What follows belongs to an exercise in optimizing a design on an open flow for small area, a short achievable clock period and few clock cycles; a production flow would make more cautious choices.
In this exercise RTL edits were held to simulation tests only and were not proved equivalent to the original.
Power and IR drop assume default switching activity.

==> 01-09 <==
==> flow/design.v (excerpt) <==
module sbl_scanner #(
    parameter N_CELLS        = 36,
    parameter FLASH1_PERIOD  = 3,
    parameter FLASH2_PERIOD  = 1,
    parameter HOLD_THRESHOLD = 10,
    parameter SPI_MODE       = 0,
    parameter NB             = (N_CELLS + 7) / 8
) (
    input  wire            clk,
    input  wire            rst,
    input  wire            cmd_valid,
    output wire            cmd_ready,
    input  wire [63:0]     cmd_data,
    output wire            rsp_valid,
    input  wire            rsp_ready,
    output wire [63:0]     rsp_data,
    output wire            xfer_req,
    output wire [NB*8-1:0] xfer_out,
    input  wire            xfer_ack,
    input  wire            xfer_ok,
    input  wire [NB*8-1:0] xfer_in,
    input  wire [7:0]      xfer_reason
);
    localparam N = N_CELLS;
    localparam [3:0] K_DONE = 4'h0, K_SNAP = 4'h1, K_EIDX = 4'h8,
                     K_EXFR = 4'h9, K_EILL = 4'hB;
    reg [2*N-1:0]  st;      
    reg [N-1:0]    lamp;    
    reg [N-1:0]    tgl;     
    reg [N-1:0]    nch;     
    reg [N-1:0]    nho;     
    reg [N-1:0]    hep;     
    reg [N-1:0]    lsp;     
    reg [16*N-1:0] cnt;     
    reg [31:0]     sc;      
    reg [1:0]      sc_m3;   
    reg        rdy_q;       
    reg        vld_q;       
    reg        last_q;      
    reg        req_q;       
    reg        dec_q;       
    reg        get_q;       
    reg        set_q;       
    reg        com_q;       
    reg [63:0] rsp_q;
    reg [7:0]  cb_q;
    reg [15:0] cn_q;
    reg [N-1:0] chp;        
    reg [N-1:0] hop;        
    reg [N-1:0] prs;        
    reg        ok_q;
    reg [6:0]  k_q;
    assign cmd_ready = rdy_q;
    assign rsp_valid = vld_q;
    assign rsp_data  = rsp_q;
    assign xfer_req  = req_q;
    wire [NB*8-1:0] tx = {{(NB*8-N){1'b0}}, lamp};
    wire [NB*8-1:0] rx_bytes;
    genvar gj, gk;
    generate
        for (gj = 0; gj < NB; gj = gj + 1) begin : g_rev
  ...
export LEC_CHECK = 0
export CAP_MARGIN = 20
export CORE_MARGIN = 2
export CORE_UTILIZATION = 50
export PLACE_DENSITY = 0.6
export SLEW_MARGIN = 20
create_clock -name core_clock -period 12.0 [get_ports {clk}]
standard.sh (not shown) runs the stock make flow with config.mk's settings and CLKGATE_MAP_FILE= SYNTH_SCRIPT=/design/flow/synth_recipe.tcl, a recipe that flattens the netlist after the stock synthesis.
==> flow/flow/run.sh <==
#!/bin/bash
# Standard ORFS layout, with repair_timing asked to leave a setup margin so
# that the optimiser keeps working on timing below the 12 ns clock.
set -euo pipefail
bash standard.sh SETUP_SLACK_MARGIN=8.5 finish > standard_flow.log 2>&1
==> 11-01 (differences from 01-09) <==
--- a/flow/design.v
+++ b/flow/design.v
@@ -45,14 +45,15 @@
     reg [63:0] rsp_q;
     reg [7:0]  cb_q;
     reg [15:0] cn_q;
     reg [N-1:0] chp;        
     reg [N-1:0] hop;        
     reg [N-1:0] prs;        
     reg        ok_q;
+    reg [7:0]  rsn_q;
     reg [6:0]  k_q;
     assign cmd_ready = rdy_q;
     assign rsp_valid = vld_q;
     assign rsp_data  = rsp_q;
     assign xfer_req  = req_q;
     wire [NB*8-1:0] tx = {{(NB*8-N){1'b0}}, lamp};
     wire [NB*8-1:0] rx_bytes;
@@ -138,80 +139,83 @@
             s_pos  = s_pos  | ({6{oh[i]}} & i[5:0]);
         end
     end
     wire        w_hep  = get_q ? s_hep : ~s_chg;
     wire [63:0] snap_w = {16'd0, s_cnt, 10'd0, s_pos,
                           s_lsp, w_hep, s_nho, s_nch, s_tgl, s_lamp, s_st, 4'd0, K_SNAP};
     wire [63:0] done_w = {sc, 9'd0, k_q, 12'd0, K_DONE};
-    wire [63:0] dec_w  = any ? snap_w : done_w;
+    wire [63:0] exfr_w = {48'd0, rsn_q, 4'd0, K_EXFR};
+    wire [63:0] dec_w  = (dec_q && !ok_q) ? exfr_w : (any ? snap_w : done_w);
     wire        dec_last = get_q | !ok_q | !any;
     wire ld     = !vld_q | rsp_ready;
     wire dec_ld = (dec_q & ld) | get_q;
     wire take   = vld_q & rsp_ready;
     wire accept = rdy_q & cmd_valid;
-    wire [7:0]  wcb = rst ? 8'd0  : cb_q;
-    wire [15:0] wcn = rst ? 16'd0 : cn_q;
-    always @(posedge clk) begin
-        for (i = 0; i < N; i = i + 1) begin
-            if (rst || (set_q && chp[i])) begin
-                st[2*i +: 2]    <= wcb[1:0];
-                tgl[i]          <= wcb[3];
-                nch[i]          <= wcb[4];
-                nho[i]          <= wcb[5];
-                hep[i]          <= wcb[6];
-                lsp[i]          <= wcb[7];
-                cnt[16*i +: 16] <= wcn;
-            end else if (com_q) begin
-                cnt[16*i +: 16] <= new_cnt[16*i +: 16];
-                hep[i] <= hold_ev[i] ? 1'b1 : (chg_ev[i] ? 1'b0 : hep[i]);
-                if (tgl[i] && is_down[i])
-                    st[2*i +: 2] <= (st[2*i +: 2] == 2'd0) ? 2'd1 : 2'd0;
-                lsp[i] <= prs[i];
-            end
-        end
-    end
     always @(posedge clk) begin
         if (rdy_q) begin
             rsp_q <= simple_w;
             cb_q  <= cmd_data[15:8];
             cn_q  <= cmd_data[47:32];
             chp   <= pos_oh;
             hop   <= {N{1'b0}};
         end else if (req_q) begin
             prs   <= prs_in;
             ok_q  <= xfer_ok;
-            rsp_q <= {48'd0, xfer_reason, 4'd0, K_EXFR};
+            rsn_q <= xfer_reason;
             chp   <= e_chg_in;
             hop   <= e_hold_in;
             k_q   <= 7'd0;
         end else if (dec_ld) begin
-            if (!dec_q || ok_q)
-                rsp_q <= dec_w;
+            rsp_q <= dec_w;
             if (dec_q && ok_q && any) begin
                 chp <= chp & ~oh;
                 hop <= hop & (~oh | chp);
                 k_q <= k_q + 7'd1;
             end
         end
         if (rst) begin
+            st    <= {2*N{1'b0}};
             lamp  <= {N{1'b0}};
+            tgl   <= {N{1'b0}};
+            nch   <= {N{1'b0}};
+            nho   <= {N{1'b0}};
+            hep   <= {N{1'b0}};
+            lsp   <= {N{1'b0}};
+            cnt   <= {16*N{1'b0}};
             sc    <= 32'd0;
             sc_m3 <= 2'd0;
             rdy_q <= 1'b1;
             vld_q <= 1'b0;
             last_q <= 1'b0;
             req_q <= 1'b0;
             dec_q <= 1'b0;
             get_q <= 1'b0;
             set_q <= 1'b0;
             com_q <= 1'b0;
         end else begin
-            for (i = 0; i < N; i = i + 1)
+            for (i = 0; i < N; i = i + 1) begin
                 if (accept && c_run)
                     lamp[i] <= enc[i];
+                if (set_q && chp[i]) begin
+                    st[2*i +: 2]    <= cb_q[1:0];
+                    tgl[i]          <= cb_q[3];
+                    nch[i]          <= cb_q[4];
+                    nho[i]          <= cb_q[5];
+                    hep[i]          <= cb_q[6];
+                    lsp[i]          <= cb_q[7];
+                    cnt[16*i +: 16] <= cn_q;
+                end
+                if (com_q) begin
+                    cnt[16*i +: 16] <= new_cnt[16*i +: 16];
+                    hep[i] <= hold_ev[i] ? 1'b1 : (chg_ev[i] ? 1'b0 : hep[i]);
+                    if (tgl[i] && is_down[i])
+                        st[2*i +: 2] <= (st[2*i +: 2] == 2'd0) ? 2'd1 : 2'd0;
+                    lsp[i] <= prs[i];
+                end
+            end
             if (com_q) begin
                 sc    <= sc + 32'd1;
                 sc_m3 <= (&sc || sc_m3 == 2'd2) ? 2'd0 : sc_m3 + 2'd1;
             end
             set_q <= 1'b0;
             get_q <= 1'b0;
             com_q <= 1'b0;
==> flow/run.sh (new file) <==
#!/bin/bash
# synth_recipe.tcl (not shown) runs the flow's synth.tcl, then flattens the netlist and writes it again
# the make line also repeats each setting of config.mk as NAME=value (left out here)
make -C /OpenROAD-flow-scripts/flow DESIGN_CONFIG=/design/flow/config.mk WORK_HOME=/design/flow/orfs CLKGATE_MAP_FILE= SYNTH_SCRIPT=/design/flow/synth_recipe.tcl finish
CORE_UTILIZATION = 30   (was 50)
PLACE_DENSITY = 0.45   (was 0.6)
removed: flow/flow/run.sh
removed: flow/standard.sh
==> qor summary <==
item                                                                               01-09                    11-01
Required arrival time at the worst endpoint                                     12680 ps                 12730 ps
Status                                                           complete, no violations  complete, no violations
Die extent in y                                                                 385.7 um                 496.8 um
Min setup slack post-route                                                       7777 ps                  6108 ps
Number of standard cells in the layout, taps in and fillers out                    10890                    12860
Period minus WS final                                                            4223 ps                  5892 ps
Met3 Routed Length                                                              76310 um                 45450 um
Clock insertion delay at the later pin of the skew report                         830 ps                   860 ps
Post-Synth Adder-Cell Area                                                        1.923%                   1.924%
Wire length of the first global-routing pass                                   547500 um                604500 um
Final Cycle Share                                                                 35.20%                   49.10%
Inst Count DP                                                                      10220                    12560
Cell-internal power                                                             7.220 mW                 6.727 mW
Number of clock buffer instances in the layout                                       189                      211
Part of the Yosys area used for sequential elements                               43.39%                   32.35%
Testbench counts of 01-09, summed over its fixed seeds: cycles 23,175.
Testbench counts of 11-01, summed over its fixed seeds: cycles 23,175.

static timing again, ports no longer ideal:
How much do the figures lean on ideal ports? The routed layouts below were timed once more, with nothing changed but the port constraints. Step 1 (the two cells are an assumption about what drives the block):
set clk [get_ports {clk}]
set_driving_cell -lib_cell sky130_fd_sc_hd__clkbuf_16 $clk
set_driving_cell -lib_cell sky130_fd_sc_hd__buf_2 [delete_from_list [all_inputs] $clk]
Step 2 adds t to the input delays and takes it off the output delays; t is the mean of the earliest and latest rising clock arrival at the registers after step 1. Input paths then give back, and output paths get back, about the clock's delay inside the block. Slacks: no drivers / after step 1 / after step 2; pairs: no drivers / after step 1.
| run | t, ns | setup WS [ns] | cell pins on the clock port's net |
|---|---|---|---|
| 01-09 | 0.894 | 7.777 / 7.777 / 7.017 | 1 |
| 11-01 | 0.928 | 6.108 / 6.108 / 5.436 | 1 |
After both steps setup and hold are still met in every run listed. The setup slack of 01-09, which loses most, moves by 0.000 ns with the drivers and by -0.760 ns with both steps.
